This is an optimization exercise on Yosys and OpenROAD, whose aim is small area, a short achievable clock period and few clock cycles, not a production implementation. The RTL was checked by simulation tests, not by an equivalence proof against the original design. Power figures rest on the tool's default switching activity, not on a simulated workload.

File: flow/flow/run.sh
#!/bin/bash
# The standard layout (standard.sh: standard synthesis, floorplan, place,
# CTS, route, finish), with the timing repair aiming 6 ns below the clock
# period instead of config.mk's at most 5 ns.  Full tool output: flow.log.
set -euo pipefail
bash standard.sh SETUP_SLACK_MARGIN=6 finish > flow.log 2>&1
File: flow/standard.sh
#!/bin/bash
# synth_recipe.tcl (not shown) runs the flow's synth.tcl, then flattens the netlist and writes it again
# the make line also repeats each setting of config.mk as NAME=value (left out here)
make -C /OpenROAD-flow-scripts/flow DESIGN_CONFIG=/design/flow/config.mk WORK_HOME=/design/flow/orfs CLKGATE_MAP_FILE= SYNTH_SCRIPT=/design/flow/synth_recipe.tcl "${@:-finish}"
File: flow/config.mk
export PLATFORM = sky130hd
export DESIGN_NAME = sla_layer_codec
export DESIGN_NICKNAME = sla_layer_codec
export VERILOG_FILES = /design/flow/design.v
export SDC_FILE = /design/flow/constraint.sdc
export NUM_CORES = 4
export LEC_CHECK = 0
export CAP_MARGIN = 20
export CORE_MARGIN = 2
export CORE_UTILIZATION = 40
export PLACE_DENSITY = 0.6
export SETUP_SLACK_MARGIN = 5
export SLEW_MARGIN = 20
File: flow/constraint.sdc
create_clock -name core_clock -period 10.0 [get_ports {clk}]
set_input_delay 2.0000 -clock core_clock [delete_from_list [all_inputs] [get_ports {clk}]]
set_output_delay 2.0000 -clock core_clock [all_outputs]
set_load 0.01 [all_outputs]
File: flow/design.v
module sla_layer_codec (
    input  wire        clk,
    input  wire        rst,
    input  wire        cmd_valid,
    output wire        cmd_ready,
    input  wire        cmd_op,        
    input  wire [7:0]  cmd_w,
    input  wire [7:0]  cmd_h,
    input  wire [3:0]  cmd_n,         
    input  wire [19:0] cmd_len,       
    output reg         mem_re,
    output reg         mem_we,
    output reg  [15:0] mem_addr,
    output reg  [7:0]  mem_wdata,
    input  wire [7:0]  mem_rdata,
    output wire        tok_out_valid,
    input  wire        tok_out_ready,
    output wire [7:0]  tok_out_data,
    input  wire        tok_in_valid,
    output wire        tok_in_ready,
    input  wire [7:0]  tok_in_data,
    output wire        done,
    output wire        done_fail,
    output wire [3:0]  done_code,
    output wire [31:0] done_word
);
    localparam [3:0]
        ST_IDLE  = 4'd0,
        ST_MUL   = 4'd1,    
        ST_SRUN  = 4'd2,    
        ST_MSTR  = 4'd4,    
        ST_MRMW  = 4'd5,    
        ST_MCHK  = 4'd6,    
        ST_MGRP  = 4'd7,    
        ST_MTAIL = 4'd8,    
        ST_MSCL  = 4'd9,    
        ST_MSLOW = 4'd10,   
        ST_DONE  = 4'd11;
    reg [3:0]  st;
    reg        op;
    reg        pz;           
    reg [3:0]  nreg;
    reg [2:0]  mcnt;
    reg [15:0] pm1;          
    reg [15:0] idx;
    reg [26:0] pl;           
    reg [26:0] D;            
    reg [19:0] blft;
    reg        blz;
    reg        rfail;
    reg [3:0]  rcode;
    reg        wsel;         
    reg        rvalid;       
    reg [3:0]  tg1, tg2;     
    reg [3:0]  fb, fl;       
    reg [2:0]  fcnt;
    reg        cur;
    reg [6:0]  pend;
    reg        sfl;          
    reg [3:0]  cpl;          
    reg        tv;
    reg [6:0]  trem;
    reg        tvalid;
    reg        newtok;
    reg [7:0]  bdat;         
    reg        bv;
    reg        conv;         
    reg        fin;          
    reg [1:0]  ph;
    reg [31:0] cnt;          
    wire [7:0] acc = cnt[7:0];
    assign cmd_ready    = (st == ST_IDLE);
    assign done         = (st == ST_DONE);
    assign done_fail    = rfail;
    assign done_code    = rcode;
    assign done_word    = {5'd0, wsel ? pl : D};
    assign tok_in_ready = (st == ST_MSTR) && !bv && !blz;
    wire n_ok = (nreg == 4'd1) || (nreg == 4'd2) || (nreg == 4'd4) || (nreg == 4'd8);
    reg rbit;
    always @(*) begin
        case (nreg)
            4'd1:    rbit = mem_rdata[7];
            4'd2:    rbit = (mem_rdata[7:6] >= {tg2[0], 1'b1});
            4'd4:    rbit = (mem_rdata[7:5] >= {tg2[1:0], 1'b1});
            default: rbit = (mem_rdata[7:4] >= {tg2[2:0], 1'b1});
        endcase
    end
    wire [8:0]  mul_sum  = {1'b0, pm1[15:8]} + (pm1[0] ? {1'b0, D[7:0]} : 9'd0);
    wire        lastg    = (idx[15:3] == pm1[15:3]);    
    wire        has_tail = (pm1[2:0] != 3'd7);          
    wire [16:0] idx_inc  = {1'b0, idx} + 17'd1;
    wire        idx_last = lastg && (idx[2:0] == pm1[2:0]);
    wire        rd_more  = (pl[3:0] != nreg);
    wire [2:0]  credit   = fcnt + {2'd0, rvalid} + {2'd0, mem_re};
    wire        s_issue  = (st == ST_SRUN) && rd_more && (credit <= 3'd3);
    wire hv = (fcnt != 3'd0);
    wire hb = fb[0];
    wire hl = fl[0];
    wire s_ext = (pend == 7'd0) || (hb == cur && pend != 7'd125);
    assign tok_out_valid = (st == ST_SRUN) && (sfl || (hv && !s_ext));
    assign tok_out_data  = {cur, pend};
    wire s_take = tok_out_valid && tok_out_ready;
    wire s_pop  = (st == ST_SRUN) && hv && (sfl ? tok_out_ready : (s_ext || tok_out_ready));
    wire s_push = (st == ST_SRUN) && rvalid;
    wire [2:0]  pos     = idx[2:0];
    wire [3:0]  avail   = 4'd8 - {1'b0, pos};
    wire        tfits   = ({1'b0, trem} < {4'd0, avail});
    wire [3:0]  tstep   = tfits ? trem[3:0] : avail;
    wire [3:0]  pend_hi = {1'b0, pos} + tstep;       
    wire        in_tail = lastg && has_tail;
    wire        pl_hi   = (pl[26:3] != 24'd0);       
    wire        bitwise = in_tail || conv;
    wire [12:0] g_inc   = idx[15:3] + 13'd1;
    reg  [7:0]  acc_new;
    integer k;
    always @(*) begin
        for (k = 0; k < 8; k = k + 1)
            acc_new[k] = ((k >= pos) && (k < pend_hi)) ? tv : acc[k];
    end
    reg t_free;
    always @(*) begin
        t_free = !tvalid;
        if (tvalid) begin
            if (trem == 7'd0 || pz)
                t_free = 1'b1;
            else if (pl_hi && !conv)
                t_free = 1'b0;
            else if (bitwise)
                t_free = (trem == 7'd1) && !(pl != 27'd0 && tv);
            else
                t_free = tfits;
        end
    end
    wire t_acc    = tok_in_ready && tok_in_valid;
    wire t_from_b = (st == ST_MSTR) && t_free && bv;
    wire t_from_i = (st == ST_MSTR) && t_free && !bv && t_acc;
    function [7:0] f_lut;
        input [3:0] n;
        input [3:0] c;
        begin
            case ({n, c})
            8'h10: f_lut = 8'd0;
            8'h11: f_lut = 8'd255;
            8'h20: f_lut = 8'd0;
            8'h21: f_lut = 8'd127;
            8'h22: f_lut = 8'd254;
            8'h30: f_lut = 8'd0;
            8'h31: f_lut = 8'd85;
            8'h32: f_lut = 8'd170;
            8'h33: f_lut = 8'd255;
            8'h40: f_lut = 8'd0;
            8'h41: f_lut = 8'd63;
            8'h42: f_lut = 8'd126;
            8'h43: f_lut = 8'd189;
            8'h44: f_lut = 8'd252;
            8'h50: f_lut = 8'd0;
            8'h51: f_lut = 8'd51;
            8'h52: f_lut = 8'd102;
            8'h53: f_lut = 8'd153;
            8'h54: f_lut = 8'd204;
            8'h55: f_lut = 8'd255;
            8'h60: f_lut = 8'd0;
            8'h61: f_lut = 8'd42;
            8'h62: f_lut = 8'd84;
            8'h63: f_lut = 8'd126;
            8'h64: f_lut = 8'd168;
            8'h65: f_lut = 8'd210;
            8'h66: f_lut = 8'd252;
            8'h70: f_lut = 8'd0;
            8'h71: f_lut = 8'd36;
            8'h72: f_lut = 8'd72;
            8'h73: f_lut = 8'd108;
            8'h74: f_lut = 8'd144;
            8'h75: f_lut = 8'd180;
            8'h76: f_lut = 8'd216;
            8'h77: f_lut = 8'd252;
            8'h80: f_lut = 8'd0;
            8'h81: f_lut = 8'd31;
            8'h82: f_lut = 8'd62;
            8'h83: f_lut = 8'd93;
            8'h84: f_lut = 8'd124;
            8'h85: f_lut = 8'd155;
            8'h86: f_lut = 8'd186;
            8'h87: f_lut = 8'd217;
            8'h88: f_lut = 8'd248;
            default: f_lut = 8'd0;
            endcase
        end
    endfunction
    wire [3:0] cnt_sel = cnt[{idx[2:0], 2'b00} +: 4];
    wire [7:0] gval    = fin ? f_lut(pl[3:0], cnt_sel) : {4'd0, cnt_sel};
    wire [3:0] gmax    = fin ? (pl[3:0] - 4'd1) : 4'd7;    
    always @(posedge clk) begin
        if (rst) begin
            st            <= ST_IDLE;
            mem_re        <= 1'b0;
            mem_we        <= 1'b0;
            rvalid        <= 1'b0;
            tvalid        <= 1'b0;
            bv            <= 1'b0;
        end else begin
            mem_re <= 1'b0;
            mem_we <= 1'b0;
            rvalid <= mem_re;
            case (st)
                ST_IDLE: begin
                    if (cmd_valid) begin
                        op     <= cmd_op;
                        pz     <= (cmd_w == 8'd0) || (cmd_h == 8'd0);
                        nreg   <= cmd_n;
                        blft   <= cmd_len;
                        blz    <= (cmd_len == 20'd0);
                        pm1    <= {cmd_w - 8'd1, cmd_h - 8'd1};
                        mcnt   <= 3'd0;
                        idx    <= 16'd0;
                        pl     <= 27'd0;
                        D      <= {19'd0, cmd_w};
                        rfail  <= 1'b0;
                        rcode  <= 4'd0;
                        wsel   <= 1'b0;
                        st     <= ST_MUL;
                    end
                end
                ST_MUL: begin
                    pm1  <= {mul_sum, pm1[7:1]};
                    mcnt <= mcnt + 3'd1;
                    if (mcnt == 3'd7) begin
                        D      <= 27'd0;
                        fcnt   <= 3'd0;
                        sfl    <= 1'b0;
                        pend   <= 7'd0;
                        cpl    <= 4'd0;
                        tvalid <= 1'b0;
                        newtok <= 1'b0;
                        bv     <= 1'b0;
                        conv   <= 1'b0;
                        fin    <= 1'b0;
                        ph     <= 2'd0;
                        cnt    <= 32'd0;
                        if (op) begin
                            st <= ST_MSTR;
                        end else if (!n_ok) begin
                            rfail <= 1'b1;
                            rcode <= 4'd6;
                            D     <= {23'd0, nreg};
                            st    <= ST_DONE;
                        end else if (pz) begin
                            st <= ST_DONE;
                        end else begin
                            st <= ST_SRUN;
                        end
                    end
                end
                ST_SRUN: begin
                    if (s_issue) begin
                        mem_re   <= 1'b1;
                        mem_addr <= idx;
                        tg1      <= {idx_last, pl[2:0]};
                        if (idx_last) begin
                            idx <= 16'd0;
                            pl  <= pl + 27'd1;
                        end else begin
                            idx <= idx_inc[15:0];
                        end
                    end
                    tg2 <= tg1;
                    if (s_pop) begin
                        fb <= {1'b0, fb[3:1]};
                        fl <= {1'b0, fl[3:1]};
                    end
                    if (s_push) begin
                        fb[fcnt - {2'd0, s_pop}] <= rbit;
                        fl[fcnt - {2'd0, s_pop}] <= tg2[3];
                    end
                    fcnt <= fcnt + {2'd0, s_push} - {2'd0, s_pop};
                    if (s_take)
                        D <= D + 27'd1;
                    if (sfl) begin
                        if (tok_out_ready) begin
                            cpl <= cpl + 4'd1;
                            if (cpl + 4'd1 == nreg)
                                st <= ST_DONE;
                            if (hv) begin
                                cur  <= hb;
                                pend <= 7'd1;
                                sfl  <= hl;
                            end else begin
                                pend <= 7'd0;
                                sfl  <= 1'b0;
                            end
                        end
                    end else if (s_pop) begin
                        sfl <= hl;
                        if (s_ext && pend != 7'd0) begin
                            pend <= pend + 7'd1;
                        end else begin
                            cur  <= hb;
                            pend <= 7'd1;
                        end
                    end
                end
                ST_MSTR: begin
                    if (t_acc) begin
                        blft <= blft - 20'd1;
                        blz  <= (blft == 20'd1);
                    end
                    if (t_acc && !t_from_i) begin
                        bdat <= tok_in_data;
                        bv   <= 1'b1;
                    end else if (t_from_b) begin
                        bv   <= 1'b0;
                    end
                    newtok <= t_from_b || t_from_i;
                    if (newtok && !pz)
                        D <= D + {20'd0, trem};
                    if (tvalid) begin
                        if (trem == 7'd0 || pz) begin
                            tvalid <= 1'b0;
                        end else if (pl_hi && !conv) begin
                            fin <= 1'b0;
                            ph  <= 2'd0;
                            cnt <= 32'd0;
                            st  <= ST_MGRP;
                        end else if (bitwise) begin
                            mem_addr <= idx;
                            if (pl == 27'd0) begin
                                mem_we    <= 1'b1;
                                mem_wdata <= {7'd0, tv};
                            end
                            if (pl != 27'd0 && tv) begin
                                mem_re <= 1'b1;
                                st     <= ST_MRMW;
                            end else begin
                                trem <= trem - 7'd1;
                                if (trem == 7'd1)
                                    tvalid <= 1'b0;
                                if (idx_last) begin
                                    idx <= 16'd0;
                                    pl  <= pl + 27'd1;
                                end else begin
                                    idx <= idx_inc[15:0];
                                end
                            end
                        end else begin
                            cnt[7:0] <= acc_new;
                            trem <= trem - {3'd0, tstep};
                            if (tfits)
                                tvalid <= 1'b0;
                            if (pend_hi[3]) begin
                                mem_we    <= 1'b1;
                                mem_addr  <= {idx[15:3], pl[2:0]};
                                mem_wdata <= acc_new;
                                if (lastg) begin
                                    idx <= 16'd0;
                                    pl  <= pl + 27'd1;
                                end else begin
                                    idx <= {g_inc, 3'd0};
                                end
                            end else begin
                                idx[2:0] <= pend_hi[2:0];
                            end
                        end
                    end else if (blz && !bv) begin
                        st <= ST_MCHK;
                    end
                    if (t_from_b) begin
                        tv     <= bdat[7];
                        trem   <= bdat[6:0];
                        tvalid <= 1'b1;
                    end else if (t_from_i) begin
                        tv     <= tok_in_data[7];
                        trem   <= tok_in_data[6:0];
                        tvalid <= 1'b1;
                    end
                end
                ST_MRMW: begin
                    if (rvalid) begin
                        mem_we    <= 1'b1;
                        mem_wdata <= mem_rdata + 8'd1;
                        trem      <= trem - 7'd1;
                        if (trem == 7'd1)
                            tvalid <= 1'b0;
                        if (idx_last) begin
                            idx <= 16'd0;
                            pl  <= pl + 27'd1;
                        end else begin
                            idx <= idx_inc[15:0];
                        end
                        st <= ST_MSTR;
                    end
                end
                ST_MCHK: begin
                    ph  <= 2'd0;
                    cnt <= 32'd0;
                    fin <= 1'b1;
                    if (pz) begin
                        rfail <= 1'b1;
                        rcode <= 4'd13;
                        st    <= ST_DONE;
                    end else if (idx != 16'd0) begin
                        rfail <= 1'b1;
                        rcode <= 4'd8;
                        st    <= ST_DONE;
                    end else if (pl == 27'd0) begin
                        rfail <= 1'b1;
                        rcode <= 4'd13;
                        st    <= ST_DONE;
                    end else begin
                        wsel <= 1'b1;
                        if (conv)
                            st <= ST_MSCL;
                        else
                            st <= ST_MGRP;
                    end
                end
                ST_MGRP: begin
                    if (rvalid) begin
                        for (k = 0; k < 8; k = k + 1)
                            cnt[4*k +: 4] <= cnt[4*k +: 4] + {3'd0, mem_rdata[k]};
                    end
                    case (ph)
                        2'd0: begin
                            if (in_tail) begin
                                if (fin) begin
                                    st <= ST_MTAIL;
                                end else begin
                                    idx  <= 16'd0;
                                    conv <= 1'b1;
                                    st   <= ST_MSTR;
                                end
                            end else begin
                                mem_re   <= 1'b1;
                                mem_addr <= idx;
                                if ({1'b0, idx[2:0]} == gmax) begin
                                    idx[2:0] <= 3'd0;
                                    ph       <= 2'd1;
                                end else begin
                                    idx[2:0] <= idx[2:0] + 3'd1;
                                end
                            end
                        end
                        2'd1: begin
                            if (!mem_re && !rvalid)
                                ph <= 2'd2;
                        end
                        default: begin
                            mem_we    <= 1'b1;
                            mem_addr  <= idx;
                            mem_wdata <= gval;
                            if (idx[2:0] == 3'd7) begin
                                cnt <= 32'd0;
                                ph  <= 2'd0;
                                if (lastg) begin
                                    if (fin) begin
                                        st  <= ST_DONE;
                                    end else begin
                                        idx  <= 16'd0;
                                        conv <= 1'b1;
                                        st   <= ST_MSTR;
                                    end
                                end else begin
                                    idx <= {g_inc, 3'd0};
                                end
                            end else begin
                                idx[2:0] <= idx[2:0] + 3'd1;
                            end
                        end
                    endcase
                end
                ST_MTAIL: begin
                    case (ph)
                        2'd0: begin
                            mem_re   <= 1'b1;
                            mem_addr <= idx;
                            ph       <= 2'd1;
                        end
                        2'd1: begin
                            if (rvalid) begin
                                cnt <= {8{mem_rdata[3:0]}};
                                ph       <= 2'd2;
                            end
                        end
                        default: begin
                            mem_we    <= 1'b1;
                            mem_addr  <= idx;
                            mem_wdata <= gval;
                            ph        <= 2'd0;
                            if (idx_last)
                                st <= ST_DONE;
                            else
                                idx <= idx_inc[15:0];
                        end
                    endcase
                end
                ST_MSCL: begin
                    if (ph == 2'd0) begin
                        cnt[7:0]  <= 8'd0;
                        cnt[15:8] <= 8'd255;
                        if (pl[26:8] != 19'd0)
                            st <= ST_MSLOW;
                        else
                            ph <= 2'd1;
                    end else if (cnt[15:8] >= pl[7:0]) begin
                        cnt[15:8] <= cnt[15:8] - pl[7:0];
                        cnt[7:0]  <= cnt[7:0] + 8'd1;
                    end else begin
                        ph <= 2'd0;
                        st <= ST_MSLOW;
                    end
                end
                ST_MSLOW: begin
                    case (ph)
                        2'd0: begin
                            mem_re   <= 1'b1;
                            mem_addr <= idx;
                            ph       <= 2'd1;
                        end
                        2'd1: begin
                            if (rvalid) begin
                                cnt[23:16] <= mem_rdata;
                                cnt[15:8]  <= 8'd0;
                                ph         <= 2'd2;
                            end
                        end
                        default: begin
                            if (cnt[23:16] != 8'd0) begin
                                cnt[23:16] <= cnt[23:16] - 8'd1;
                                cnt[15:8]  <= cnt[15:8] + cnt[7:0];
                            end else begin
                                mem_we    <= 1'b1;
                                mem_addr  <= idx;
                                mem_wdata <= cnt[15:8];
                                ph        <= 2'd0;
                                if (idx_last)
                                    st <= ST_DONE;
                                else
                                    idx <= idx_inc[15:0];
                            end
                        end
                    endcase
                end
                ST_DONE: st <= ST_IDLE;
                default: st <= ST_IDLE;
            endcase
        end
    end
endmodule
==> results of run 1 <==
-- worst max-delay path: cells and delay by family, from the launching register on --
family   cells  cell delay (ns)
mux          1             0.26
flops        1             0.43
buf+inv      4             0.76
-- report_power, final --
| group | total, mW | switching [mW] | internal, mW |
|---|---|---|---|
| Clock | 1.08 | 0.452 | 0.628 |
| Combinational | 3.51 | 2.02 | 1.49 |
| Sequential | 1.92 | 0.362 | 1.55 |
| Total | 6.51 | 2.83 | 3.67 |
-- cell type report --
cell class	count	area, µm²
Fill cell	4126	22300
Multi-Input combinational cell	1559	10700
Sequential cell	240	7120
Timing Repair Buffer	235	2330
Clock buffer	37	777
Tap cell	592	741
Inverter	65	259
Clock inverter	19	186
Antenna cell	1	2.50
-- metal layers --
layer / vias up / wire length (µm) / global-route usage (%) / part of all wire, %
met5: - / 23 / 0 / 0.036
met4: 4 / 2500 / 10.1 / 4.0
met3: 133 / 4940 / 4.24 / 7.8
met2: 714 / 28500 / 41.3 / 45
met1: 8051 / 27100 / 36.4 / 43
li1: 7675 / - / - / -
-- metrics by stage --
stage / hold slack [ns] / util (%)
floorplan: 0.400 / -
global placement: 0.409 / 45.3
detailed placement: 0.412 / 45.3
CTS: 0.428 / 49.1
global route: 0.431 / 49.9
finish: 0.432 / 49.9
-- how the worst min path moves through the flow --
stage / from / to / slack [ns] / cells after the start
finish: tg1[2]$_DFFE_PP_ / tg2[2]$_DFFE_PP_ / 0.43 / 0
global route: tg1[0]$_DFFE_PP_ / tg2[0]$_DFFE_PP_ / 0.43 / 0
CTS: tg1[0]$_DFFE_PP_ / tg2[0]$_DFFE_PP_ / 0.43 / 0
detailed placement: tg1[2]$_DFFE_PP_ / tg2[2]$_DFFE_PP_ / 0.41 / 0
global placement: tg1[2]$_DFFE_PP_ / tg2[2]$_DFFE_PP_ / 0.41 / 0
floorplan: tg1[0]$_DFFE_PP_ / tg2[0]$_DFFE_PP_ / 0.40 / 0
-- cells by family after synthesis --
group,count (synthesis),synth area share (%)
and+or+nand+nor,679,18.3
buffers and inverters,172,3.84
adders and majority gates,103,7.45
DFF,240,39.3
AOI/OAI and AO/OA,542,18.6
muxes,75,5.00
other,1,0.0207
xor gates and xnor gates,155,7.50
-- layout by cell type (no fill, tap or decap), drive strengths merged, types with 12 or more instances in the layout --
cell	n
a211oi	18
a21o	24
a21oi	132
a22oi	15
a31oi	21
and2	19
and3	42
buf	104
clkbuf	43
clkdlybuf4s50	98
clkinv	17
dlygate4sd2	12
dlymetal6s2s	14
edfxtp	231
ha	95
inv	64
mux2	33
mux2i	34
nand2	188
nand2b	19
nand3	71
nand4	22
nor2	169
nor2b	16
nor3	43
nor3b	12
nor4	32
o211ai	16
o21ai	186
o221ai	14
o22ai	18
o31ai	13
xnor2	72
xor2	83
-- timing repair --
item / CTS / global route
endpoints found under the hold margin: 0 / 0
pin swaps: 14 / 21
setup buffers: 52 / 15
setup endpoints to repair: 157 / 118
cloned: 4 / 1
hold buffers: 0 / 0
resized for setup: 75 / 63
-- sequential cells by signal (all words and copies together) (netlist names), 8 cells and up --
name	flops
idx	16
pl	27
pm1	16
cnt	32
blft	20
mem_addr	16
mem_wdata	8
D	27
bdat	8
==> run notes, run 1 <==
arrival time at the worst endpoint=2.04 ns; Worst R2R Path Depth=20; CTS tree=built; clk root buf=clkbuf_16; Die ar.=47000 µm²; layout cells sized above 1=13.1%; most common cell in the synthesized netlist=edfxtp_1; CTS max path bufs=3; first-pass GRT wire length=96600 µm; synth warn=1; Final Net Count=2296; Worst setup EP type=output pin; CP required=8.00 ns; R2R Path End=pl[1]$_DFFE_PP_; Mapped Area=18100 µm²; Leakage Power=8.25 nW; Area contributors post-synth=edfxtp_1 (38%), ha_1 (6.6%), o21ai_0 (4.8%); clock period minus worst slack=4.04 ns; gr ovfl total=0; Tot GR Track Use=26.3%; die height=217 µm; # IOs=137; core outline area=44400 µm²; initial antenna violation count=3; Power Dens Cells=294 nW/µm²; Synth Instances=1967; Max VDD drop=0.000244 V; syn_area_per_cell=9.20 µm²; hpwl dp=46000 µm; CP cell instances=buf_12 -> clkbuf_16 -> buf_4 -> mux2_2 -> dlygate4sd2_1; DRT Pass-1 Iters=5; post-synth top area share=38.3%; Max Transition Viols Final=0; ys flop type=edfxtp_1; worst reg-to-reg setup slack=6.05 ns; RSZ-0062 raised after global routing=true; final hold vios=0; Post-synth EDFFs=231; worst slack, placed=4.78 ns; CP Capture Point=done_word[7]; DRC=0; via count=16577; GP Congestion=0.987; Final Skew=0.0187 ns; setup_tns=0 ns; worst rel slew slack=22.6%; status=complete, no violations; max cap viols=0; fin area=22200 µm²; vias per cell=6.03; Area Growth Syn to Fin=22.4%; clock latency on the worst-skew pair=0.60 ns; Max Freq=248 MHz; synth unique cells=83; slowest CP cell=edfxtp_1; max incr delay on CP=0.43 ns; Num CTS Buffers=30; Yosys top cell by area=edfxtp_1; post-route clock period utilization=40.4%; most frequent cells after synthesis=edfxtp_1 (231), nand2_1 (188), o21ai_0 (174), nor2_1 (169), a21oi_1 (130); Pwr Total=6.51 mW; Crit Path Class=register to output pin; Routed WL=63100 µm; wire per inst=23.0 µm; post-synthesis sequential area ratio=39.3%; Worst Tran Pin Value=1.16 ns; CTS Sinks=240; Starting Density=40.8%; critical path fanouts, max=8; clk slew on worst S/H paths=0.06 ns; Iter 0 DRT Violations=1933; Post-synth ARST share=0%; Routed Antenna Nets=0; Hold Path Class=register to register; final setup fails=0; kind of start point of the critical path=register; Area after DPL=20100 µm²; # H-tree levels=1; number of global-route vias before repair=16307; setup ws final=5.96 ns; Cell Count Post-Placement=2619; start point of the critical path=wsel$_DFFE_PP_; largest net degree at the start of global routing=50; IO buf count=131; Die X=217 µm; Synth Register Bits=240; Post-Layout Cell Count=2748; num rows=77; Reg2Reg Launch Point=idx[1]$_DFFE_PP_
Testbench counts, summed over its fixed seeds: cycles 468,844.
==> inputs of run 2 (changes only) <==
--- a/flow/design.v
+++ b/flow/design.v
@@ -49,7 +49,6 @@
     reg        blz;
     reg        rfail;
     reg [3:0]  rcode;
-    reg        wsel;         
     reg        rvalid;       
     reg [3:0]  tg1, tg2;     
     reg [3:0]  fb, fl;       
@@ -73,7 +72,7 @@
     assign done         = (st == ST_DONE);
     assign done_fail    = rfail;
     assign done_code    = rcode;
-    assign done_word    = {5'd0, wsel ? pl : D};
+    assign done_word    = {5'd0, D};
     assign tok_in_ready = (st == ST_MSTR) && !bv && !blz;
     wire n_ok = (nreg == 4'd1) || (nreg == 4'd2) || (nreg == 4'd4) || (nreg == 4'd8);
     reg rbit;
@@ -187,7 +186,8 @@
             endcase
         end
     endfunction
-    wire [3:0] cnt_sel = cnt[{idx[2:0], 2'b00} +: 4];
+    wire [3:0] cnt_sel = cnt[{idx[2:0], 2'b00} +: 4]
+                         + {3'd0, rvalid && mem_rdata[idx[2:0]]};
     wire [7:0] gval    = fin ? f_lut(pl[3:0], cnt_sel) : {4'd0, cnt_sel};
     wire [3:0] gmax    = fin ? (pl[3:0] - 4'd1) : 4'd7;    
     always @(posedge clk) begin
@@ -217,7 +217,6 @@
                         D      <= {19'd0, cmd_w};
                         rfail  <= 1'b0;
                         rcode  <= 4'd0;
-                        wsel   <= 1'b0;
                         st     <= ST_MUL;
                     end
                 end
@@ -406,7 +405,7 @@
                         rcode <= 4'd13;
                         st    <= ST_DONE;
                     end else begin
-                        wsel <= 1'b1;
+                        D    <= pl;
                         if (conv)
                             st <= ST_MSCL;
                         else
@@ -440,8 +439,7 @@
                             end
                         end
                         2'd1: begin
-                            if (!mem_re && !rvalid)
-                                ph <= 2'd2;
+                            ph <= 2'd2;
                         end
                         default: begin
                             mem_we    <= 1'b1;
==> run notes, run 2 <==
syn_area_per_cell=9.18 µm² (-0.22%); Synth Register Bits=239 (-0.42%); Post-synth ARST share=0% (unchanged); clock latency on the worst-skew pair=0.60 ns (about the same); number of global-route vias before repair=16335 (+0.17%); worst rel slew slack=26.6% (+4.0 points); setup ws final=5.61 ns (-0.353 ns); clk slew on worst S/H paths=0.06 ns (about the same); Regs by FF count=cnt (32), D (27), pl (27); Die ar.=47800 µm² (+1.8%); Synth Instances=2007 (+2.0%); DRT Pass-1 Iters=6 (+1); Routed WL=62800 µm (-0.43%); Yosys top cell by area=edfxtp_1; Routed Antenna Nets=0 (unchanged); Leakage Power=8.26 nW (about the same); clk root buf=clkbuf_16; num rows=78 (+1.3%); Cell Count Post-Placement=2666 (+1.8%); worst reg-to-reg setup slack=6.00 ns (-0.05 ns); Largest register FFs=32 (unchanged); Crit Path Class=input pin to register; GP Congestion=0.939 (-4.9%); Worst setup EP type=register; Post-Layout Cell Count=2792 (+1.6%); Hold Path Class=register to register; Top cell by count, worst path=ha_4; Tot GR Track Use=25.9% (-0.42 points); # IOs=137 (unchanged); CP required=10.33 ns (+2.33 ns); critical path fanouts, max=7 (-1); Die X=219 µm (+0.88%); first-pass GRT wire length=96900 µm (+0.26%); initial antenna violation count=2 (-1); largest net degree at the start of global routing=47 (-6.0%); Worst Path Buf+Inv=1 (-3); via count=16997 (+2.5%); Final Skew=0.0243 ns (+0.00556 ns); Post-synth EDFFs=230 (-0.43%); die height=219 µm (+0.88%); post-synthesis sequential area ratio=38.5% (-0.86 points); max incr delay on CP=0.49 ns (+0.06 ns); CTS Sinks=239 (-0.42%); Power Dens Cells=290 nW/µm² (-1.2%); final setup fails=0 (unchanged); final hold vios=0 (unchanged); worst slack, placed=3.83 ns (-0.951 ns); hpwl dp=44600 µm (-2.9%); CTS max path bufs=3 (unchanged); arrival time at the worst endpoint=4.72 ns (+2.68 ns); Filler cells=4210 (+2.0%); # H-tree levels=1 (unchanged); Storage cell area=7090 µm² (-0.40%); CP cell instances=buf_8 -> mux2i_1 -> mux4_2 -> nor2b_4 -> ha_4 -> ha_4 -> mux2_4 -> a32oi_2 -> nor2_4 -> a311oi_2 -> o21a_1 -> a31oi_1 -> o21ai_2 -> o211ai_1; Area contributors post-synth=edfxtp_1 (37%), ha_1 (6.7%), o21ai_0 (5.0%); synth unique cells=112 (+35%); vias per cell=6.09 (+0.92%); Reg2Reg Launch Point=idx[0]$_DFFE_PP_; start point of the critical path=mem_rdata[2]; CP Capture Point=mem_wdata[5]$_DFFE_PP_; Worst R2R Path Depth=16 (-20%); Pwr Total=6.60 mW (+1.4%); R2R Path End=cnt[0]$_DFFE_PP_; post-route clock period utilization=43.9% (+3.5 points); status=complete, no violations; wire per inst=22.5 µm (-2.0%); core outline area=45400 µm² (+2.2%); CP delay by family, top=compound AO/OA/AOI/OAI gates; most common cell after layout, fill and taps aside=edfxtp_1; slowest CP cell=mux4_2; Mapped Area=18400 µm² (+1.8%); setup_tns=0 ns (unchanged); gr ovfl total=0 (unchanged); Max Transition Viols Final=0 (unchanged); Hold-fix buffers, CTS=0 (unchanged); DRC=0 (unchanged); most common cell in the synthesized netlist=edfxtp_1; kind of start point of the critical path=input pin; most frequent cells in the layout=edfxtp_1 (230), nand2_1 (212), o21ai_0 (168), nor2_1 (146), a21oi_1 (131); Top reg by flops=cnt; max cap viols=0 (unchanged); ys flop type=edfxtp_1; Area Growth Syn to Fin=23.4%; WP depth=14 (+9); Worst Tran Pin Value=1.10 ns (-0.0599 ns); CTS tree=built; synth warn=1 (unchanged); IO buf count=131 (unchanged); layout cells sized above 1=15.0% (+1.8 points); Max Freq=228 MHz (-8.0%); RSZ-0062 raised after global routing=true; Final Net Count=2336 (+1.7%); Num CTS Buffers=29 (-3.3%); post-synth top area share=37.5% (-0.84 points); Max VDD drop=0.000129 V (-47%); Starting Density=40.6% (-0.15 points); Iter 0 DRT Violations=1768 (-8.5%); clock period minus worst slack=4.39 ns (+0.353 ns); most frequent cells after synthesis=edfxtp_1 (230), nand2_1 (219), o21ai_0 (184), nor2_1 (156), a21oi_1 (139); multi-input logic area=11200 µm² (+4.6%)
run 2: changes by cell type in the layout (fill, tap and decap cells not counted), sizes merged, moves of 14 or more:
cell,delta
clkdlybuf4s50,+20
mux2,-28
mux2i,+14
nand2,+34
nand3,-14
nor3,+14
xor2,-14
run 2: per-layer routing:
layer | up-vias | part of all wire, % | GRT usage (%)
li1 | 7821 | - | -
met2 | 715 | 46 | 41.8
met4 | 2 | 3.3 | 8.91
met3 | 126 | 7.2 | 3.23
met5 | - | 0.021 | 0
met1 | 8333 | 43 | 35.8
run 2: logic make-up after synthesis:
| logic type | after synthesis | synth area share (%) |
|---|---|---|
| and+or+nand+nor | 703 | 18.7 |
| AOI/OAI and AO/OA | 560 | 19.6 |
| buffers and inverters | 183 | 4.46 |
| xor gates and xnor gates | 154 | 7.36 |
| adders and majority gates | 106 | 7.52 |
| DFF | 239 | 38.5 |
| other | 1 | 0.0203 |
| muxes | 61 | 3.91 |
run 2: worst min-delay path by stage:
stage                     depth (start not counted)              from                to  slack (ns)
after floorplan                                   0  tg1[0]$_DFFE_PP_  tg2[0]$_DFFE_PP_        0.40
after global placement                            0  tg1[2]$_DFFE_PP_  tg2[2]$_DFFE_PP_        0.41
after detailed placement                          0  tg1[2]$_DFFE_PP_  tg2[2]$_DFFE_PP_        0.40
after CTS                                         0  tg1[0]$_DFFE_PP_  tg2[0]$_DFFE_PP_        0.42
after global routing                              0  tg1[1]$_DFFE_PP_  tg2[1]$_DFFE_PP_        0.42
final                                             0  tg1[0]$_DFFE_PP_  tg2[0]$_DFFE_PP_        0.42
run 2: repair_timing:
action | in CTS | in global routing
gates resized for setup | 176 | 46
gates cloned | 3 | 1
setup endpoints to repair | 124 | 111
endpoints found under the hold margin | 0 | 0
setup buffers | 47 | 19
pin swaps | 38 | 24
run 2: cell type report:
type	count	share of cell area, %
multi-input cells	1590	49.4
flip-flops and latches	239	31.2
diodes	1	0.0110
inverters	79	1.38
clock buffers	41	3.79
clock inverters	13	0.913
well taps	600	3.30
repair buffers	229	9.99
run 2: power by group:
part           total (mW)  internal (mW)  leakage (nW)  switching (mW)
sequential           1.93           1.54          2.23           0.388
combinational        3.48           1.48          5.49            2.01
clock                1.19          0.728         0.530           0.463
run 2: stage by stage:
step	util [%]	hold WS [ns]	area, µm²
final	50.1	0.418	22700
after global routing	50.1	0.421	22700
after CTS	49.3	0.419	22400
after detailed placement	44.8	0.405	20300
after global placement	44.8	0.405	20300
after floorplan	-	0.400	18600
run 2: worst register-to-register path, delay by kind of cell (launching register included):
kind	cells	cell delay [ns]
mux	1	0.33
compound gates	5	1.21
fa+ha+maj	5	1.22
flops	1	0.49
buf+inv	3	0.20
simple gates	1	0.09
xor+xnor	1	0.21
Testbench counts of run 2, summed over its fixed seeds: cycles 449,462.
==> inputs of run 3 (changes only) <==
--- a/flow/design.v
+++ b/flow/design.v
@@ -33,9 +33,8 @@
         ST_MCHK  = 4'd6,    
         ST_MGRP  = 4'd7,    
         ST_MTAIL = 4'd8,    
-        ST_MSCL  = 4'd9,    
-        ST_MSLOW = 4'd10,   
-        ST_DONE  = 4'd11;
+        ST_MSLOW = 4'd9,    
+        ST_DONE  = 4'd10;
     reg [3:0]  st;
     reg        op;
     reg        pz;           
@@ -133,6 +132,35 @@
     wire t_acc    = tok_in_ready && tok_in_valid;
     wire t_from_b = (st == ST_MSTR) && t_free && bv;
     wire t_from_i = (st == ST_MSTR) && t_free && !bv && t_acc;
+    function [4:0] q_lut;
+        input [7:0] n;
+        begin
+            if (n <= 8'd9) q_lut = 5'd28;
+            else if (n <= 8'd10) q_lut = 5'd25;
+            else if (n <= 8'd11) q_lut = 5'd23;
+            else if (n <= 8'd12) q_lut = 5'd21;
+            else if (n <= 8'd13) q_lut = 5'd19;
+            else if (n <= 8'd14) q_lut = 5'd18;
+            else if (n <= 8'd15) q_lut = 5'd17;
+            else if (n <= 8'd17) q_lut = 5'd15;
+            else if (n <= 8'd18) q_lut = 5'd14;
+            else if (n <= 8'd19) q_lut = 5'd13;
+            else if (n <= 8'd21) q_lut = 5'd12;
+            else if (n <= 8'd23) q_lut = 5'd11;
+            else if (n <= 8'd25) q_lut = 5'd10;
+            else if (n <= 8'd28) q_lut = 5'd9;
+            else if (n <= 8'd31) q_lut = 5'd8;
+            else if (n <= 8'd36) q_lut = 5'd7;
+            else if (n <= 8'd42) q_lut = 5'd6;
+            else if (n <= 8'd51) q_lut = 5'd5;
+            else if (n <= 8'd63) q_lut = 5'd4;
+            else if (n <= 8'd85) q_lut = 5'd3;
+            else if (n <= 8'd127) q_lut = 5'd2;
+            else if (n <= 8'd255) q_lut = 5'd1;
+            else q_lut = 5'd0;
+        end
+    endfunction
+    wire [7:0] qdiv = (pl[26:8] != 19'd0) ? 8'd0 : {3'd0, q_lut(pl[7:0])};
     function [7:0] f_lut;
         input [3:0] n;
         input [3:0] c;
@@ -186,8 +214,7 @@
             endcase
         end
     endfunction
-    wire [3:0] cnt_sel = cnt[{idx[2:0], 2'b00} +: 4]
-                         + {3'd0, rvalid && mem_rdata[idx[2:0]]};
+    wire [3:0] cnt_sel = cnt[{idx[2:0], 2'b00} +: 4];
     wire [7:0] gval    = fin ? f_lut(pl[3:0], cnt_sel) : {4'd0, cnt_sel};
     wire [3:0] gmax    = fin ? (pl[3:0] - 4'd1) : 4'd7;    
     always @(posedge clk) begin
@@ -407,7 +434,7 @@
                     end else begin
                         D    <= pl;
                         if (conv)
-                            st <= ST_MSCL;
+                            st <= ST_MSLOW;
                         else
                             st <= ST_MGRP;
                     end
@@ -439,7 +466,8 @@
                             end
                         end
                         2'd1: begin
-                            ph <= 2'd2;
+                            if (rvalid && !mem_re)
+                                ph <= 2'd2;
                         end
                         default: begin
                             mem_we    <= 1'b1;
@@ -490,22 +518,6 @@
                         end
                     endcase
                 end
-                ST_MSCL: begin
-                    if (ph == 2'd0) begin
-                        cnt[7:0]  <= 8'd0;
-                        cnt[15:8] <= 8'd255;
-                        if (pl[26:8] != 19'd0)
-                            st <= ST_MSLOW;
-                        else
-                            ph <= 2'd1;
-                    end else if (cnt[15:8] >= pl[7:0]) begin
-                        cnt[15:8] <= cnt[15:8] - pl[7:0];
-                        cnt[7:0]  <= cnt[7:0] + 8'd1;
-                    end else begin
-                        ph <= 2'd0;
-                        st <= ST_MSLOW;
-                    end
-                end
                 ST_MSLOW: begin
                     case (ph)
                         2'd0: begin
@@ -523,7 +535,7 @@
                         default: begin
                             if (cnt[23:16] != 8'd0) begin
                                 cnt[23:16] <= cnt[23:16] - 8'd1;
-                                cnt[15:8]  <= cnt[15:8] + cnt[7:0];
+                                cnt[15:8]  <= cnt[15:8] + qdiv;
                             end else begin
                                 mem_we    <= 1'b1;
                                 mem_addr  <= idx;
==> run notes, run 3 <==
clock latency on the worst-skew pair=0.57 ns (-0.03 ns); status=complete, no violations; core outline area=44000 µm² (-3.0%); Area Growth Syn to Fin=21.3%; Final Skew=0.0235 ns (-0.000764 ns); Top reg by flops=cnt; CTS tree=built; Die ar.=46100 µm² (-3.6%); Max VDD drop=0.000185 V (+43%); Max Freq=248 MHz (+8.8%); final hold vios=0 (unchanged); Top Layer Used=met4; initial antenna violation count=1 (-1); Filler cells=4142 (-1.6%); Power Dens Cells=298 nW/µm² (+2.6%); clk slew on worst S/H paths=0.06 ns (about the same); vias per cell=6.06 (-0.44%); # IOs=137 (unchanged); Final Net Count=2186 (-6.4%); gr ovfl total=0 (unchanged); Synth Register Bits=239 (unchanged); most frequent cells after synthesis=edfxtp_1 (230), nand2_1 (197), nor2_1 (136), o21ai_0 (135), a21oi_1 (120); Die X=215 µm (-1.8%); Routed met1 length=25700 µm (-5.4%); Iter 0 DRT Violations=1652 (-6.6%); Routed Antenna Nets=0 (unchanged); Area after DPL=19600 µm² (-3.5%); final setup fails=0 (unchanged); clk root buf=clkbuf_16; Worst setup EP type=register; first-pass GRT wire length=90600 µm (-6.5%); most common cell after layout, fill and taps aside=edfxtp_1; Leakage Power=7.60 nW (-8.0%); ys flop type=edfxtp_1; num rows=77 (-1.3%); Routed WL=58800 µm (-6.4%); Worst R2R Path Depth=14 (-2); Tot GR Track Use=24.6% (-1.3 points); Hold Path Class=register to register; Crit Path Class=register to register; GP Congestion=0.913 (-2.7%); number of global-route vias before repair=15388 (-5.8%); CTS Sinks=239 (unchanged); wire per inst=22.2 µm (-1.3%); routed wire length on met3=4320 µm (-4.5%); kind of start point of the critical path=register; syn_area_per_cell=9.36 µm² (+1.9%); Antenna Cells=0 (-1); Largest register FFs=32 (unchanged); worst rel slew slack=25.2% (-1.4 points); Area contributors post-synth=edfxtp_1 (39%), ha_1 (5.9%), nand2_1 (4.2%); post-synth top area share=38.9% (+1.4 points); Hold Crit Depth=0 (unchanged); CP required=10.27 ns (-0.06 ns); Max Transition Viols Final=0 (unchanged); critical path fanouts, max=8 (+1); # H-tree levels=1 (unchanged); max cap viols=0 (unchanged); clock period minus worst slack=4.04 ns (-0.355 ns); Yosys top cell by area=edfxtp_1; most common cell in the synthesized netlist=edfxtp_1; Synth Instances=1896 (-5.5%); fin area=21500 µm² (-5.3%); Post-synth ARST share=0% (unchanged); setup_tns=0 ns (unchanged); largest net degree at the start of global routing=44 (-6.4%); die height=215 µm (-1.8%); synth warn=1 (unchanged); CTS max path bufs=3 (unchanged); Starting Density=40.3% (-0.30 points); Post-synth EDFFs=230 (unchanged); post-route clock period utilization=40.4% (-3.6 points); RSZ-0062 raised after global routing=true; WL met2=26500 µm (-8.8%); synth unique cells=99 (-12%); Regs by FF count=cnt (32), D (27), pl (27); Num CTS Buffers=28 (-3.4%); arrival time at the worst endpoint=4.30 ns (-0.42 ns); IO buf count=131 (unchanged); hpwl dp=41800 µm (-6.3%); DRC=0 (unchanged); DRT Pass-1 Iters=6 (unchanged); layout cells sized above 1=12.1% (-2.9 points); via count=16044 (-5.6%); Worst Tran Pin Value=1.12 ns (+0.0183 ns); Mapped Area=17700 µm² (-3.7%); most frequent cells in the layout=edfxtp_1 (230), nand2_1 (196), nor2_1 (131), o21ai_0 (128), clkdlybuf4s50_1 (126); post-synthesis sequential area ratio=39.9% (+1.5 points)
## run 3: what timing repair did
| item | in CTS | in global routing |
|---|---|---|
| gates resized for setup | 51 | 56 |
| endpoints found under the setup margin | 146 | 139 |
| endpoints found under the hold margin | 0 | 0 |
| hold buffers | 0 | 0 |
| setup buffers | 25 | 30 |
| pin swaps | 8 | 24 |
| gates cloned | 3 | 1 |
## run 3: layout make-up
cell class	instances	area [µm²]	share of cell area (%)
Clock inverter	19	190	0.883
Clock buffer	33	741	3.44
Sequential cell	239	7100	33.0
Timing Repair Buffer	206	2010	9.33
Inverter	61	241	1.12
Tap cell	592	741	3.44
Multi-Input combinational cell	1497	10500	48.8
## run 3: worst paths after layout
check                    from  slack [ns]                    end
min          tg1[3]$_DFFE_PP_        0.44       tg2[3]$_DFFE_PP_
max          idx[0]$_DFFE_PP_        5.96  mem_addr[6]$_DFFE_PP_
max reg2reg  idx[0]$_DFFE_PP_        5.96  mem_addr[6]$_DFFE_PP_
min reg2reg  tg1[3]$_DFFE_PP_        0.44       tg2[3]$_DFFE_PP_
## run 3: worst max-delay path, cell delays in order, from the launching register on
cell	delay, ns
edfxtp_1	0.44
buf_6	0.16
or3_4	0.40
ha_4	0.28
o21ai_4	0.07
o21ai_4	0.24
mux2_4	0.35
ha_4	0.32
a21oi_4	0.06
or3_4	0.33
and2_4	0.19
buf_6	0.12
a21oi_4	0.14
nor3b_4	0.38
clkbuf_16	0.25
## run 3: through the flow
stage               power [mW]  setup slack [ns]  utilization, %  hold WS [ns]  std cells
floorplan                 3.86              5.75               -         0.400       1900
global placement          4.75              5.15            44.6         0.413       2536
detailed placement        4.77              5.04            44.6         0.420       2536
CTS                       6.09              5.80            47.8         0.435       2616
global route              6.77              5.84            48.9         0.441       2647
finish                    6.41              5.96            48.9         0.436       2647
## run 3: kinds of logic after synthesis
kind of cell             Yosys count  synth area share [%]
AO/OA/AOI/OAI                    526                  19.5
XOR/XNOR                         143                  7.06
adder cells (fa/ha/maj)           91                  6.71
buffers and inverters            166                  4.00
flip-flops                       239                  39.9
multiplexers                      58                  3.52
other                              1                0.0211
AND/OR/NAND/NOR                  672                  19.3
## run 3: report_power, final
group	internal, mW	switching, mW
Clock	0.629	0.433
Combinational	1.45	1.91
Sequential	1.55	0.437
## run 3: layer usage
metal / GRT usage, % / vias up
met5: 0 / -
met4: 8.22 / 0
met3: 4.01 / 133
met2: 39.0 / 709
met1: 34.3 / 7784
li1: - / 7418
Testbench counts of run 3, summed over its fixed seeds: cycles 459,153.
==> inputs of run 4 (changes only) <==
--- a/flow/design.v
+++ b/flow/design.v
@@ -54,6 +54,7 @@
     reg [2:0]  fcnt;
     reg        cur;
     reg [6:0]  pend;
+    reg        pz0, p125;    
     reg        sfl;          
     reg [3:0]  cpl;          
     reg        tv;
@@ -94,17 +95,16 @@
     wire hv = (fcnt != 3'd0);
     wire hb = fb[0];
     wire hl = fl[0];
-    wire s_ext = (pend == 7'd0) || (hb == cur && pend != 7'd125);
+    wire s_ext = pz0 || (hb == cur && !p125);
     assign tok_out_valid = (st == ST_SRUN) && (sfl || (hv && !s_ext));
     assign tok_out_data  = {cur, pend};
     wire s_take = tok_out_valid && tok_out_ready;
     wire s_pop  = (st == ST_SRUN) && hv && (sfl ? tok_out_ready : (s_ext || tok_out_ready));
     wire s_push = (st == ST_SRUN) && rvalid;
     wire [2:0]  pos     = idx[2:0];
-    wire [3:0]  avail   = 4'd8 - {1'b0, pos};
-    wire        tfits   = ({1'b0, trem} < {4'd0, avail});
-    wire [3:0]  tstep   = tfits ? trem[3:0] : avail;
-    wire [3:0]  pend_hi = {1'b0, pos} + tstep;       
+    wire [7:0]  tend    = {1'b0, trem} + {5'd0, pos};   
+    wire        gdone   = (tend[7:3] != 5'd0);         
+    wire        tlast   = (tend <= 8'd8);              
     wire        in_tail = lastg && has_tail;
     wire        pl_hi   = (pl[26:3] != 24'd0);       
     wire        bitwise = in_tail || conv;
@@ -113,7 +113,7 @@
     integer k;
     always @(*) begin
         for (k = 0; k < 8; k = k + 1)
-            acc_new[k] = ((k >= pos) && (k < pend_hi)) ? tv : acc[k];
+            acc_new[k] = ((k >= pos) && (gdone || k < tend[2:0])) ? tv : acc[k];
     end
     reg t_free;
     always @(*) begin
@@ -126,7 +126,7 @@
             else if (bitwise)
                 t_free = (trem == 7'd1) && !(pl != 27'd0 && tv);
             else
-                t_free = tfits;
+                t_free = tlast;
         end
     end
     wire t_acc    = tok_in_ready && tok_in_valid;
@@ -255,6 +255,8 @@
                         fcnt   <= 3'd0;
                         sfl    <= 1'b0;
                         pend   <= 7'd0;
+                        pz0    <= 1'b1;
+                        p125   <= 1'b0;
                         cpl    <= 4'd0;
                         tvalid <= 1'b0;
                         newtok <= 1'b0;
@@ -309,15 +311,21 @@
                             if (hv) begin
                                 cur  <= hb;
                                 pend <= 7'd1;
+                                pz0  <= 1'b0;
+                                p125 <= 1'b0;
                                 sfl  <= hl;
                             end else begin
                                 pend <= 7'd0;
+                                pz0  <= 1'b1;
+                                p125 <= 1'b0;
                                 sfl  <= 1'b0;
                             end
                         end
                     end else if (s_pop) begin
                         sfl <= hl;
-                        if (s_ext && pend != 7'd0) begin
+                        pz0  <= 1'b0;
+                        p125 <= s_ext && !pz0 && (pend == 7'd124);
+                        if (s_ext && !pz0) begin
                             pend <= pend + 7'd1;
                         end else begin
                             cur  <= hb;
@@ -369,10 +377,10 @@
                             end
                         end else begin
                             cnt[7:0] <= acc_new;
-                            trem <= trem - {3'd0, tstep};
-                            if (tfits)
+                            trem <= tlast ? 7'd0 : (tend[6:0] - 7'd8);
+                            if (tlast)
                                 tvalid <= 1'b0;
-                            if (pend_hi[3]) begin
+                            if (gdone) begin
                                 mem_we    <= 1'b1;
                                 mem_addr  <= {idx[15:3], pl[2:0]};
                                 mem_wdata <= acc_new;
@@ -383,7 +391,7 @@
                                     idx <= {g_inc, 3'd0};
                                 end
                             end else begin
-                                idx[2:0] <= pend_hi[2:0];
+                                idx[2:0] <= tend[2:0];
                             end
                         end
                     end else if (blz && !bv) begin
==> run notes, run 4 <==
ys flop type=edfxtp_1; most frequent cells in the layout=edfxtp_1 (232), nand2_1 (191), nor2_1 (160), a21oi_1 (128); post-synthesis sequential area ratio=39.9% (about the same); Tot GR Track Use=24.1% (-0.52 points); post-synthesis mux area share=3.95% (+0.43 points); Hold Crit Depth=0 (unchanged); Util after Layout=47.5% (-1.4 points); Routed WL=57400 µm (-2.4%); Hold-fix buffers, CTS=0 (unchanged); Crit Path Class=register to output pin; Regs by FF count=cnt (32), D (27), pl (27); Starting Density=40.5% (+0.20 points); RSZ-0062 raised after global routing=true; clock latency on the worst-skew pair=0.59 ns (+0.02 ns); layout cells sized above 1=8.98% (-3.1 points); CTS Sinks=241 (+0.84%); Largest register FFs=32 (unchanged); arrival time at the worst endpoint=1.94 ns (-2.36 ns); via count=15884 (-1.0%); clk slew on worst S/H paths=0.06 ns (about the same); gr ovfl total=0 (unchanged); CTS max path bufs=3 (unchanged); core outline area=44200 µm² (+0.44%); worst rel slew slack=30.6% (+5.4 points); GP Congestion=0.936 (+2.5%); Top reg by flops=cnt; Leakage Power=7.45 nW (-2.0%); Synth Register Bits=241 (+0.84%); largest family of logic cells by synthesized area=compound AO/OA/AOI/OAI gates; final setup fails=0 (unchanged); setup ws final=6.06 ns (+0.0999 ns); Hold Path Class=register to register; Max Transition Viols Final=0 (unchanged); Final Net Count=2160 (-1.2%); clk root buf=clkbuf_16; most common cell after layout, fill and taps aside=edfxtp_1; Synth Instances=1915 (+1.0%); Max VDD drop=0.000150 V (-19%); Post-Synth Adder-Cell Area=6.05% (-0.66 points); die height=216 µm (+0.45%); # H-tree levels=1 (unchanged); hold endpoint=tg2[0]$_DFFE_PP_; worst reg-to-reg setup slack=6.17 ns (+0.21 ns); number of global-route vias before repair=15357 (-0.20%); Post-synth EDFFs=232 (+0.87%); Iter 0 DRT Violations=1568 (-5.1%); # IOs=137 (unchanged); clock period minus worst slack=3.94 ns (-0.0999 ns); most common cell in the synthesized netlist=edfxtp_1; Post-synth ARST share=0% (unchanged); setup_tns=0 ns (unchanged); CTS tree=built; Die X=216 µm (+0.45%); synth warn=1 (unchanged); syn_area_per_cell=9.35 µm² (about the same); post-synthesis compound-gate area fraction=19.9% (+0.39 points); DRC=0 (unchanged); DRT Pass-1 Iters=6 (unchanged); initial antenna violation count=0 (-1); Reg2Reg Launch Point=st[3]$_SDFFE_PP0P_; Routed Antenna Nets=0 (unchanged); Final Skew=0.0220 ns (-0.00149 ns); Yosys top cell by area=edfxtp_1; Hold Startpoint=tg1[0]$_DFFE_PP_; Num CTS Buffers=30 (+7.1%); Mapped Area=17900 µm² (+0.92%); Worst R2R Path Depth=14 (unchanged); kind of start point of the critical path=register; max cap viols=0 (unchanged); Area after DPL=19700 µm² (+0.20%); Worst Tran Pin Value=1.04 ns (-0.0779 ns); post-synth top area share=38.9% (about the same); synth unique cells=105 (+6.1%); status=complete, no violations; worst slack, placed=5.30 ns (+0.257 ns); vias per cell=6.04 (-0.40%); most frequent cells after synthesis=edfxtp_1 (232), nand2_1 (191), nor2_1 (167), a21oi_1 (132), o21ai_0 (128); fin area=21000 µm² (-2.5%); Post-Synth Simple-Gate Area=18.8% (-0.53 points); CP required=8.00 ns (-2.27 ns); wire per inst=21.8 µm (-1.8%); num rows=77 (unchanged); Die ar.=46500 µm² (+0.91%); Area contributors post-synth=edfxtp_1 (39%), ha_1 (5.4%), xor2_1 (4.1%); IO buf count=131 (unchanged); first-pass GRT wire length=89400 µm (-1.4%); critical path fanouts, max=13 (+5); Area Growth Syn to Fin=17.2%; final hold vios=0 (unchanged); largest net degree at the start of global routing=49 (+11%); Max Freq=254 MHz (+2.5%); hpwl dp=42000 µm (+0.34%); R2R Path End=D[12]$_DFFE_PP_; Power Dens Cells=246 nW/µm² (-17%); Synth Area in XOR/XNOR=7.04% (-0.016 points); Worst setup EP type=output pin; post-route clock period utilization=39.4% (-1.0 points)
-- run 4: cell types whose count changed in the layout (fill, tap and decap cells not counted), moves of 11 or more --
cell | previous run | this run
a211oi_1 | 11 | 22
buf_4 | 62 | 44
a21oi_1 | 109 | 128
and3_1 | 29 | 44
o211ai_1 | 23 | 11
nor2_1 | 131 | 160
and2_1 | 33 | 19
-- run 4: where the power goes --
group	internal, mW	switching (mW)
combinational	0.888	1.37
sequential	1.47	0.328
clock	0.671	0.441
-- run 4: worst max path at each step --
stage	startpoint	end
after floorplan	tok_out_ready	fb[2]$_DFFE_PP_
final	st[2]$_SDFFE_PP0P_	done
after detailed placement	tok_out_ready	fl[3]$_DFFE_PP_
after global routing	st[3]$_SDFFE_PP0P_	D[22]$_DFFE_PP_
after CTS	st[2]$_SDFFE_PP0P_	tok_in_ready
after global placement	tok_out_ready	fb[2]$_DFFE_PP_
-- run 4: what timing repair did --
action,in CTS,in global routing
pin swaps,1,4
resized for setup,35,15
endpoints found under the setup margin,104,97
setup buffers,6,14
-- run 4: cell families (layout without fill, tap and decap cells) --
| family | after synthesis | in the layout |
|---|---|---|
| multiplexers | 60 | 60 |
| other | 1 | 6 |
| flip-flops | 241 | 241 |
| AND/OR/NAND/NOR | 674 | 674 |
| XOR/XNOR | 144 | 144 |
| adder cells (fa/ha/maj) | 83 | 83 |
| buffers and inverters | 176 | 295 |
| AO/OA/AOI/OAI | 536 | 536 |
-- run 4: metal layers --
metal / up-vias / GRT usage, % / routed length (µm)
met3: 103 / 3.92 / 3980
met1: 7764 / 33.1 / 25300
li1: 7386 / - / -
met4: 0 / 8.25 / 1890
met2: 631 / 38.6 / 26200
met5: - / 0 / 0
-- run 4: final cells by class --
| type | instances | area, µm² |
|---|---|---|
| fill | 4154 | 23200 |
| multi-input combinational | 1502 | 10200 |
| sequential | 241 | 7160 |
| timing repair buffer | 181 | 1710 |
| clock buffer | 47 | 876 |
| tap | 592 | 741 |
| inverter | 59 | 223 |
| clock inverter | 8 | 110 |
| antenna | 1 | 2.50 |
-- run 4: worst max-delay path, cell delays in order (launching register included) --
cell	delay [ns]
dfxtp_4	0.40
buf_4	0.15
buf_4	0.12
inv_2	0.10
nand2_1	0.13
nor2_2	0.15
dlygate4sd2_1	0.29
-- run 4: metrics by stage --
stage / power, mW / std cells / hold WS (ns)
floorplan: 3.22 / 1919 / 0.400
global placement: 3.94 / 2553 / 0.402
detailed placement: 3.97 / 2553 / 0.407
CTS: 5.13 / 2614 / 0.424
global route: 5.46 / 2630 / 0.431
finish: 5.17 / 2631 / 0.425
Testbench counts of run 4, summed over its fixed seeds: cycles 457,048.
==> inputs of run 5 (changes only) <==
--- a/flow/design.v
+++ b/flow/design.v
@@ -217,7 +217,20 @@
     wire [3:0] cnt_sel = cnt[{idx[2:0], 2'b00} +: 4];
     wire [7:0] gval    = fin ? f_lut(pl[3:0], cnt_sel) : {4'd0, cnt_sel};
     wire [3:0] gmax    = fin ? (pl[3:0] - 4'd1) : 4'd7;    
+    reg [7:0] wdata_n;
+    always @(*) begin
+        case (st)
+            ST_MSTR:  wdata_n = bitwise ? {7'd0, tv} : acc_new;
+            ST_MRMW:  wdata_n = mem_rdata + 8'd1;
+            ST_MSLOW: wdata_n = cnt[15:8];
+            default:  wdata_n = gval;
+        endcase
+    end
     always @(posedge clk) begin
+        mem_addr  <= {idx[15:3], (st == ST_MSTR && !bitwise) ? pl[2:0] : idx[2:0]};
+        mem_wdata <= wdata_n;
+        tg1       <= {idx_last, pl[2:0]};
+        tg2       <= tg1;
         if (rst) begin
             st            <= ST_IDLE;
             mem_re        <= 1'b0;
@@ -282,8 +295,6 @@
                 ST_SRUN: begin
                     if (s_issue) begin
                         mem_re   <= 1'b1;
-                        mem_addr <= idx;
-                        tg1      <= {idx_last, pl[2:0]};
                         if (idx_last) begin
                             idx <= 16'd0;
                             pl  <= pl + 27'd1;
@@ -291,7 +302,6 @@
                             idx <= idx_inc[15:0];
                         end
                     end
-                    tg2 <= tg1;
                     if (s_pop) begin
                         fb <= {1'b0, fb[3:1]};
                         fl <= {1'b0, fl[3:1]};
@@ -356,10 +366,8 @@
                             cnt <= 32'd0;
                             st  <= ST_MGRP;
                         end else if (bitwise) begin
-                            mem_addr <= idx;
                             if (pl == 27'd0) begin
                                 mem_we    <= 1'b1;
-                                mem_wdata <= {7'd0, tv};
                             end
                             if (pl != 27'd0 && tv) begin
                                 mem_re <= 1'b1;
@@ -382,8 +390,6 @@
                                 tvalid <= 1'b0;
                             if (gdone) begin
                                 mem_we    <= 1'b1;
-                                mem_addr  <= {idx[15:3], pl[2:0]};
-                                mem_wdata <= acc_new;
                                 if (lastg) begin
                                     idx <= 16'd0;
                                     pl  <= pl + 27'd1;
@@ -410,7 +416,6 @@
                 ST_MRMW: begin
                     if (rvalid) begin
                         mem_we    <= 1'b1;
-                        mem_wdata <= mem_rdata + 8'd1;
                         trem      <= trem - 7'd1;
                         if (trem == 7'd1)
                             tvalid <= 1'b0;
@@ -464,7 +469,6 @@
                                 end
                             end else begin
                                 mem_re   <= 1'b1;
-                                mem_addr <= idx;
                                 if ({1'b0, idx[2:0]} == gmax) begin
                                     idx[2:0] <= 3'd0;
                                     ph       <= 2'd1;
@@ -479,8 +483,6 @@
                         end
                         default: begin
                             mem_we    <= 1'b1;
-                            mem_addr  <= idx;
-                            mem_wdata <= gval;
                             if (idx[2:0] == 3'd7) begin
                                 cnt <= 32'd0;
                                 ph  <= 2'd0;
@@ -505,7 +507,6 @@
                     case (ph)
                         2'd0: begin
                             mem_re   <= 1'b1;
-                            mem_addr <= idx;
                             ph       <= 2'd1;
                         end
                         2'd1: begin
@@ -516,8 +517,6 @@
                         end
                         default: begin
                             mem_we    <= 1'b1;
-                            mem_addr  <= idx;
-                            mem_wdata <= gval;
                             ph        <= 2'd0;
                             if (idx_last)
                                 st <= ST_DONE;
@@ -530,7 +529,6 @@
                     case (ph)
                         2'd0: begin
                             mem_re   <= 1'b1;
-                            mem_addr <= idx;
                             ph       <= 2'd1;
                         end
                         2'd1: begin
@@ -546,8 +544,6 @@
                                 cnt[15:8]  <= cnt[15:8] + qdiv;
                             end else begin
                                 mem_we    <= 1'b1;
-                                mem_addr  <= idx;
-                                mem_wdata <= cnt[15:8];
                                 ph        <= 2'd0;
                                 if (idx_last)
                                     st <= ST_DONE;
==> flow/flow/run.sh (replaced) <==
#!/bin/bash
# The standard layout (standard.sh: standard synthesis, floorplan, place,
# CTS, route, finish), with the timing repair aiming 6 ns below the clock
# period instead of config.mk's at most 5 ns.  Full tool output: flow.log.
set -euo pipefail
bash standard.sh SETUP_SLACK_MARGIN=6.5 finish > flow.log 2>&1
==> run notes, run 5 <==
WP depth=7 (+1); DRT Pass-1 Iters=6 (unchanged); CTS max path bufs=3 (unchanged); part of the power in registers=30.6% (-4.3 points); fin area=22000 µm² (+4.6%); largest net degree at the start of global routing=54 (+10%); syn_area_per_cell=8.97 µm² (-4.1%); WHS=0.328 ns (-0.0971 ns); Iter 0 DRT Violations=1940 (+24%); Top reg by flops=cnt; synth unique cells=87 (-17%); most frequent cells in the layout=edfxtp_1 (200), nand2_1 (189), o21ai_0 (171), nor2_1 (163), buf_4 (119); clock latency on the worst-skew pair=0.58 ns (about the same); setup_tns=0 ns (unchanged); Hold Path Class=register to register; Final Skew=0.0230 ns (+0.000999 ns); hpwl dp=40800 µm (-2.8%); Area contributors post-synth=edfxtp_1 (35%), ha_1 (5.5%), o21ai_0 (5.2%); IO buf count=131 (unchanged); GP Congestion=0.929 (-0.74%); status=complete, no violations; kind of start point of the critical path=register; design internal power=3.40 mW (+12%); max incr delay on CP=0.35 ns (-0.05 ns); Crit Path Class=register to output pin; CP delay by family, top=buffers and inverters; clock period minus worst slack=3.80 ns (-0.137 ns); Post-synth EDFFs=200 (-14%); max cap viols=0 (unchanged); Synth Register Bits=241 (unchanged); clock share of power=18.2% (-3.3 points); # IOs=137 (unchanged); final hold vios=0 (unchanged); Area after DPL=19200 µm² (-2.3%); post-route clock period utilization=38.0% (-1.4 points); Num CTS Buffers=28 (-6.7%); Switching Fraction=42.3% (+0.92 points); Die X=212 µm (-1.5%); Storage cell area=6840 µm² (-4.4%); layout cells sized above 1=16.4% (+7.4 points); synth warn=1 (unchanged); Max Freq=263 MHz (+3.6%); Sw Pwr=2.49 mW (+17%); wire per inst=21.6 µm (-0.75%); via count=16513 (+4.0%); most frequent cells after synthesis=edfxtp_1 (200), nand2_1 (197), o21ai_0 (179), nor2_1 (178), a21oi_1 (126); core outline area=43000 µm² (-2.8%); most common cell after layout, fill and taps aside=edfxtp_1; # H-tree levels=1 (unchanged); clk root buf=clkbuf_16; RSZ-0062 raised after global routing=true; number of global-route vias before repair=15147 (-1.4%); Post-synth ARST share=0% (unchanged); Power Dens Cells=269 nW/µm² (+9.0%); post-synth top area share=34.6% (-4.3 points); Final Net Count=2276 (+5.4%); Yosys top cell by area=edfxtp_1; Regs by FF count=cnt (32), D (27), pl (27); initial antenna violation count=1 (+1); CTS Sinks=241 (unchanged); Routed WL=59300 µm (+3.4%); Largest register FFs=32 (unchanged); multi-input logic area=10400 µm² (+2.5%); Worst setup EP type=output pin; clk slew on worst S/H paths=0.06 ns (about the same); Filler cells=3976 (-4.3%); critical path fanouts, max=3 (-10); combinational share of power=51.1% (+7.5 points); Synth Instances=1934 (+0.99%); worst rel slew slack=29.6% (-1.0 points); first-pass GRT wire length=90200 µm (+0.98%); num rows=76 (-1.3%); Routed Antenna Nets=0 (unchanged); Tot GR Track Use=25.6% (+1.5 points); Worst R2R Path Depth=19 (+5); CTS tree=built; Leakage Power=8.10 nW (+8.8%); Hold Crit Depth=0 (unchanged); slowest CP cell=dfxtp_4; vias per cell=6.03 (-0.18%); DRC=0 (unchanged); Worst Path Buf+Inv=3 (-1); CP required=8.00 ns (about the same); Max VDD drop=0.000135 V (-9.7%); Max Transition Viols Final=0 (unchanged); final setup fails=0 (unchanged); Worst Tran Pin Value=1.05 ns (+0.00855 ns); die height=212 µm (-1.5%); gr ovfl total=0 (unchanged); CP cell instances=buf_12 -> nand2b_4 -> nor3_4 -> buf_6 -> o21ai_1 -> nor2_2 -> buf_2; Mapped Area=17400 µm² (-3.1%); Area Growth Syn to Fin=26.5%; Starting Density=40.4% (-0.13 points); ys flop type=edfxtp_1; post-synthesis sequential area ratio=39.3% (-0.56 points); most common cell in the synthesized netlist=edfxtp_1; Die ar.=45100 µm² (-3.1%); arrival time at the worst endpoint=1.80 ns (-0.14 ns)
-- run 5: changes by cell type in the layout (fill, tap and decap cells not counted), sizes merged, moves of 12 or more --
cell / previous run / this run
edfxtp: 232 / 200
clkbuf: 50 / 38
buf: 49 / 154
o21ai: 141 / 183
dfxtp: 9 / 41
clkdlybuf4s50: 127 / 80
xor2: 84 / 72
nand3: 50 / 64
dlygate4sd2: 2 / 37
-- run 5: power groups by stage --
| stage | combinational [mW] | sequential (mW) | clock, mW |
|---|---|---|---|
| global placement | 2.39 | 1.86 | 0 |
| finish | 3.02 | 1.80 | 1.08 |
| floorplan | 1.72 | 1.73 | 0 |
| detailed placement | 2.41 | 1.87 | 0 |
| global route | 3.25 | 1.83 | 1.13 |
| CTS | 2.79 | 1.80 | 1.10 |
-- run 5: cells by family (layout without fill, tap and decap cells) --
| family | after synthesis | after routing | synth area share [%] |
|---|---|---|---|
| AND/OR/NAND/NOR | 695 | 695 | 19.2 |
| XOR/XNOR | 142 | 142 | 7.21 |
| other | 1 | 6 | 0.0216 |
| adder cells (fa/ha/maj) | 82 | 82 | 6.17 |
| flip-flops | 241 | 241 | 39.3 |
| multiplexers | 50 | 51 | 3.74 |
| AO/OA/AOI/OAI | 548 | 548 | 20.1 |
| buffers and inverters | 175 | 390 | 4.23 |
-- run 5: timing repair --
action                     4_1_cts  5_1_grt
hold buffers                     0        0
setup endpoints to repair      294      153
buffers inserted                77       46
gates cloned                     8        0
pin swaps                       32       22
gates resized for setup        160       72
-- run 5: layer usage --
metal  part of all wire [%]  up-vias  track usage [%]
met5                      0        -                0
met4                    3.2        0             8.34
met3                    8.3      117             3.71
met2                     45      785             39.4
met1                     44     8006             37.0
li1                       -     7605                -
-- run 5: final timing paths --
path / from / end / slack, ns
worst max-delay path: st[0]$_SDFFE_PP0P_ / tok_out_valid / 6.20
worst min-delay path: tg1[1]$_DFF_P_ / tg2[1]$_DFF_P_ / 0.33
worst max register to register: pl[0]$_DFFE_PP_ / cnt[12]$_DFFE_PP_ / 6.37
worst min register to register: tg1[1]$_DFF_P_ / tg2[1]$_DFF_P_ / 0.33
-- run 5: through the flow --
stage | setup WS, ns | cells | utilization [%] | power (mW)
finish | 6.20 | 2740 | 51.1 | 5.90
global route | 6.11 | 2740 | 51.1 | 6.22
CTS | 6.18 | 2692 | 49.6 | 5.69
detailed placement | 5.12 | 2555 | 44.7 | 4.28
global placement | 5.18 | 2555 | 44.7 | 4.25
floorplan | 5.82 | 1938 | - | 3.45
-- run 5: worst register-to-register path: stages (launching register included) --
cell and delay [ns]:
edfxtp_1 0.38, buf_6 0.13, inv_6 0.03, ha_4 0.17
buf_6 0.12, mux2_4 0.26, a221oi_2 0.21, o21ai_1 0.11
a32o_2 0.25, a221oi_2 0.25, a211oi_2 0.07, ha_2 0.21
fa_2 0.35, a21oi_2 0.14, nor2_1 0.06, nor2_2 0.13
buf_4 0.12, buf_6 0.08, xor2_1 0.16, o221ai_1 0.12
-- run 5: layout make-up --
| cell class | count | share of cell area [%] |
|---|---|---|
| multi-input cells | 1523 | 47.5 |
| flip-flops and latches | 241 | 31.2 |
| repair buffers | 282 | 12.5 |
| clock buffers | 37 | 3.77 |
| well taps | 585 | 3.33 |
| inverters | 56 | 1.04 |
| clock inverters | 15 | 0.667 |
| diodes | 1 | 0.0114 |
Testbench counts of run 5, summed over its fixed seeds: cycles 457,048.

Check on run 5: ideal ports give 6.201 ns setup slack; a clkbuf_16 on the clock port and buf_2 on the inputs give 6.144 ns; moving port delays by the midpoint clock arrival (0.629 ns) as well gives 5.894 ns.
